Source: an optimization exercise on an open RTL-to-GDS flow (aim: small area). Production flows keep margins and buffers that such runs may drop.
In this exercise RTL edits were held to simulation tests only and were not proved equivalent to the original.
Power is estimated from default activity; no workload was simulated.

Setup of run D:
## rc5_decoder
module rc5_decoder (
    input  wire        clk,
    input  wire        rst,           
    input  wire        req_valid,
    input  wire [35:0] req,
    input  wire [31:0] LOW_BOUND,
    input  wire [31:0] HIGH_BOUND,
    output wire [16:0] rsp,
    output wire        available,
    output wire        evt_en,
    output wire        tick_clr
);
    reg        p1, p0;
    reg [13:0] shn;                  
    wire [31:0] ticks = req[31:0];
    wire [15:0] w     = req[15:0];
    wire        o2    = req[35];
    wire        o1    = req[34];
    wire        o0    = req[33];
    wire [32:1] lc, hc;
    wire t_n0;
    rc5_inv   u_ti0 (.a(ticks[0]), .y(t_n0));
    rc5_nor2  u_lc0 (.a(t_n0), .b(LOW_BOUND[0]), .y(lc[1]));    
    rc5_nand2 u_hc0 (.a(t_n0), .b(HIGH_BOUND[0]), .y(hc[1]));    
    wire t_n1, l_nor1, l_nand1, h_nor1, h_nand1;
    rc5_inv   u_ti1 (.a(ticks[1]), .y(t_n1));
    rc5_nor2  u_lo1 (.a(t_n1), .b(LOW_BOUND[1]), .y(l_nor1));
    rc5_nand2 u_la1 (.a(t_n1), .b(LOW_BOUND[1]), .y(l_nand1));
    rc5_nor2  u_ho1 (.a(t_n1), .b(HIGH_BOUND[1]), .y(h_nor1));
    rc5_nand2 u_ha1 (.a(t_n1), .b(HIGH_BOUND[1]), .y(h_nand1));
    rc5_o21ai u_lc1 (.a1(l_nor1), .a2(lc[1]), .b1(l_nand1), .y(lc[2]));
    rc5_o21ai u_hc1 (.a1(h_nor1), .a2(hc[1]), .b1(h_nand1), .y(hc[2]));
    wire t_n2;
    rc5_inv   u_ti2 (.a(ticks[2]), .y(t_n2));
    rc5_maj3  u_lc2 (.a(t_n2), .b(LOW_BOUND[2]), .c(lc[2]), .y(lc[3]));
    rc5_maj3  u_hc2 (.a(t_n2), .b(HIGH_BOUND[2]), .c(hc[2]), .y(hc[3]));
    wire t_n3;
    rc5_inv   u_ti3 (.a(ticks[3]), .y(t_n3));
    rc5_maj3  u_lc3 (.a(t_n3), .b(LOW_BOUND[3]), .c(lc[3]), .y(lc[4]));
    rc5_maj3  u_hc3 (.a(t_n3), .b(HIGH_BOUND[3]), .c(hc[3]), .y(hc[4]));
    wire t_n4;
    rc5_inv   u_ti4 (.a(ticks[4]), .y(t_n4));
    rc5_maj3  u_lc4 (.a(t_n4), .b(LOW_BOUND[4]), .c(lc[4]), .y(lc[5]));
    rc5_maj3  u_hc4 (.a(t_n4), .b(HIGH_BOUND[4]), .c(hc[4]), .y(hc[5]));
    wire t_n5;
  ...
clock: 8.0 ns
lec_check: 0
cap_margin: 20
core_margin: 2
core_utilization: 40
slew_margin: 20
synth_hierarchical: 1
synth_minimum_keep_size: 0
standard.sh (not shown) runs the stock make flow with config.mk's settings and CLKGATE_MAP_FILE= SYNTH_SCRIPT=/design/flow/synth_recipe.tcl, a recipe that flattens the netlist after the stock synthesis.
==> flow/flow/run.sh <==
#!/bin/bash
# The standard layout (standard.sh, standard synthesis script), with:
#  * DONT_USE_CELLS: the platform's list plus the larger drive strengths of
#    the logic cells (flow/dont_use.txt), so that synthesis maps the
#    single-gate modules of the RTL to the smallest cells;
#  * port buffers of the smallest buffer cell (buf_1) instead of the cell
#    buffer_ports picks by default;
#  * a clock tree of clkbuf_4 cells, one sink cluster and no dummy loads.
# The whole output of the flow goes to standard_flow.log; ORFS keeps each
# step's log under orfs/logs/.
set -euo pipefail
here=$(cd "$(dirname "$0")" && pwd)
DONT_USE=$(cat "$here/dont_use.txt")
CTS="-sink_clustering_enable -repair_clock_nets -dont_use_dummy_load"
CTS="$CTS -buf_list sky130_fd_sc_hd__clkbuf_4 -root_buf sky130_fd_sc_hd__clkbuf_4"
CTS="$CTS -sink_clustering_buffer sky130_fd_sc_hd__clkbuf_4"
CTS="$CTS -sink_clustering_size 30 -sink_clustering_max_diameter 300"
bash standard.sh "DONT_USE_CELLS=$DONT_USE" \
    "BUFFER_PORTS_ARGS=-buffer_cell sky130_fd_sc_hd__buf_1" \
    "CTS_ARGS=$CTS" finish > standard_flow.log 2>&1
Other scripts of this flow, unchanged in this note and not shown: flow/flow/dont_use.txt
Edits applied to the flow inputs when going from run D to run C:
--- a/flow/design.v
+++ b/flow/design.v
@@ -265,41 +265,42 @@
     rc5_nand2 u_la31 (.a(t_n31), .b(LOW_BOUND[31]), .y(l_nand31));
     rc5_nor2  u_ho31 (.a(t_n31), .b(HIGH_BOUND[31]), .y(h_nor31));
     rc5_nand2 u_ha31 (.a(t_n31), .b(HIGH_BOUND[31]), .y(h_nand31));
     rc5_o21ai u_lc31 (.a1(l_nor31), .a2(lc[31]), .b1(l_nand31), .y(lc[32]));
     rc5_o21ai u_hc31 (.a1(h_nor31), .a2(hc[31]), .b1(h_nand31), .y(hc[32]));
     wire is_long;
     rc5_nor2b u_long (.a(lc[32]), .b(hc[32]), .y(is_long));    
-    wire en, x10, nd, deliver, arm_n;
+    wire en, x10, nd, deliver, arm;
     rc5_or2    u_en   (.a(p1), .b(p0), .y(en));                        
     rc5_xor2   u_x10  (.a(o1), .b(o0), .y(x10));
     rc5_nand3  u_nd   (.a(req_valid), .b(x10), .c(en), .y(nd));
     rc5_nor3   u_dlv  (.a(nd), .b(o2), .c(rst), .y(deliver));
     assign tick_clr = deliver;
-    rc5_nand4b u_arm  (.a(o2), .b(req_valid), .c(o1), .d(o0), .y(arm_n));  
+    rc5_and4b  u_arm  (.a(o2), .b(req_valid), .c(o1), .d(o0), .y(arm));    
     wire eL_n, eP;
     rc5_mux2i  u_el   (.s(o0), .a1(is_long), .a0(req[1]), .y(eL_n));    
     rc5_mux2   u_ep   (.s(o0), .a1(req[32]), .a0(req[0]), .y(eP));
     wire nb, y_bad, m_err_n, err, emit, d_a, d_b, done;
     rc5_xnor2  u_nb   (.a(shn[0]), .b(p0), .y(nb));                    
     rc5_xnor2  u_ybad (.a(eP), .b(nb), .y(y_bad));                     
     rc5_maj3   u_merr (.a(eL_n), .b(shn[13]), .c(p0), .y(m_err_n));
     rc5_nand2b u_err  (.a(y_bad), .b(m_err_n), .y(err));               
     rc5_nand2  u_emit (.a(p0), .b(eL_n), .y(emit));                    
     rc5_nor2   u_da   (.a(nb), .b(shn[12]), .y(d_a));                  
     rc5_nor2   u_db   (.a(shn[0]), .b(shn[13]), .y(d_b));              
     rc5_mux2   u_done (.s(emit), .a1(d_a), .a0(d_b), .y(done));
-    wire p1_d, p1_m_n, z, p0_d, p0_m_n, p1_nx, p0_nx;
+    wire p1_d, p1_m_n, z, dp_n, x_n, w_n, p1_nx, p0_nx;
     rc5_o21ai  u_p1d  (.a1(err), .a2(done), .b1(p1), .y(p1_d));         
     rc5_mux2i  u_p1m  (.s(deliver), .a1(p1_d), .a0(p1), .y(p1_m_n));
-    rc5_nor3b  u_p1n  (.a(rst), .b(p1_m_n), .c(arm_n), .y(p1_nx));
-    rc5_nor2b  u_z    (.a(d_a), .b(emit), .y(z));                      
-    rc5_or3b   u_p0d  (.a(err), .b(z), .c(p1), .y(p0_d));              
-    rc5_mux2i  u_p0m  (.s(deliver), .a1(p0_d), .a0(p0), .y(p0_m_n));
-    rc5_a21oi  u_p0n2 (.a1(arm_n), .a2(p0_m_n), .b1(rst), .y(p0_nx));    
+    rc5_nor3   u_p1n  (.a(rst), .b(arm), .c(p1_m_n), .y(p1_nx));
+    rc5_a21oi  u_z    (.a1(p0), .a2(eL_n), .b1(d_a), .y(z));            
+    rc5_nand2  u_dp   (.a(deliver), .b(p1), .y(dp_n));
+    rc5_a21oi  u_x    (.a1(p0), .a2(dp_n), .b1(arm), .y(x_n));
+    rc5_o21ai  u_w    (.a1(err), .a2(z), .b1(deliver), .y(w_n));
+    rc5_a21oi  u_p0n  (.a1(x_n), .a2(w_n), .b1(rst), .y(p0_nx));
     wire p1_n, sft_n, shift, h13_n, nbit_n;
     rc5_inv    u_p1n2 (.a(p1), .y(p1_n));
     rc5_nand3  u_sft  (.a(deliver), .b(p1), .c(emit), .y(sft_n));      
     rc5_o21a   u_shf  (.a1(p1_n), .a2(emit), .b1(deliver), .y(shift));  
     rc5_or2    u_h13  (.a(shift), .b(rst), .y(h13_n));                 
     rc5_nor2b  u_nbit (.a(nb), .b(p1), .y(nbit_n));                    
     wire [13:0] shn_nx;
@@ -357,15 +358,15 @@
 module rc5_nand3  (input wire a, input wire b, input wire c, output wire y); assign y = ~(a & b & c);     endmodule
 module rc5_nor3   (input wire a, input wire b, input wire c, output wire y); assign y = ~(a | b | c);     endmodule
 module rc5_and3   (input wire a, input wire b, input wire c, output wire y); assign y = a & b & c;        endmodule
 module rc5_and3b  (input wire a, input wire b, input wire c, output wire y); assign y = ~a & b & c;       endmodule
 module rc5_nor3b  (input wire a, input wire b, input wire c, output wire y); assign y = ~a & ~b & c;      endmodule
 module rc5_or3b   (input wire a, input wire b, input wire c, output wire y); assign y = a | b | ~c;       endmodule
 module rc5_maj3   (input wire a, input wire b, input wire c, output wire y); assign y = (a & b) | (c & (a | b)); endmodule
-module rc5_nand4b (input wire a, input wire b, input wire c, input wire d, output wire y); assign y = ~(~a & b & c & d); endmodule
+module rc5_and4b  (input wire a, input wire b, input wire c, input wire d, output wire y); assign y = ~a & b & c & d;    endmodule
 module rc5_mux2   (input wire s, input wire a1, input wire a0, output wire y); assign y = s ? a1 : a0;     endmodule
 module rc5_mux2i  (input wire s, input wire a1, input wire a0, output wire y); assign y = ~(s ? a1 : a0);  endmodule
 module rc5_o21ai  (input wire a1, input wire a2, input wire b1, output wire y); assign y = ~((a1 | a2) & b1); endmodule
 module rc5_or3    (input wire a, input wire b, input wire c, output wire y); assign y = a | b | c;        endmodule
 module rc5_o21a   (input wire a1, input wire a2, input wire b1, output wire y); assign y = (a1 | a2) & b1;  endmodule
 module rc5_o22a   (input wire a1, input wire a2, input wire b1, input wire b2, output wire y);
     assign y = (a1 | a2) & (b1 | b2);
Notes after the runs:
Comparing run D and run C, the lower fraction of the mapped netlist area in simple logic gates was measured on run C.
Die size: run C is under run D
On power, run D tracks run C almost exactly.
Critical path depth (lower): run C
Cmp run D and run C / final critical-path required period / lower: run C
Comparing run D and run C, total routing resource utilization after global routing is higher on run D.
Changes observed in run C relative to run D: switching power total has remained practically unchanged; relative area change from synthesis to final layout has increased; leakage component of the power has increased.
Comparing run D and run C, routed wire length is lower on run C.
Taking run D as the reference, in run C chip height held; maximum ir drop on the vdd rail went down 23%.

==> what the ideal ports hide <==
No port has a modelled driver above. Below, the same layouts with a new extraction and two added sets of constraints. Step 1, drivers: a clkbuf_16 drives clk and a buf_2 each remaining input, both assumed. Step 2 also shifts input and output timing later by t, the mid clock arrival at the registers, as if the neighbouring blocks saw the same clock. Three values: no drivers, after step 1, after step 2; two values: the first two.
run | t (ns) | setup slack, ns | worst data-port slew with drivers (ns)
run D | 0.288 | 0.671 / 0.657 / 0.369 | 0.05
run C | 0.288 | 0.850 / 0.833 / 0.545 | 0.06
After both steps every run listed still meets setup and hold. The setup slack of run C, which loses most, moves by -0.017 ns with the drivers and by -0.305 ns with both steps.
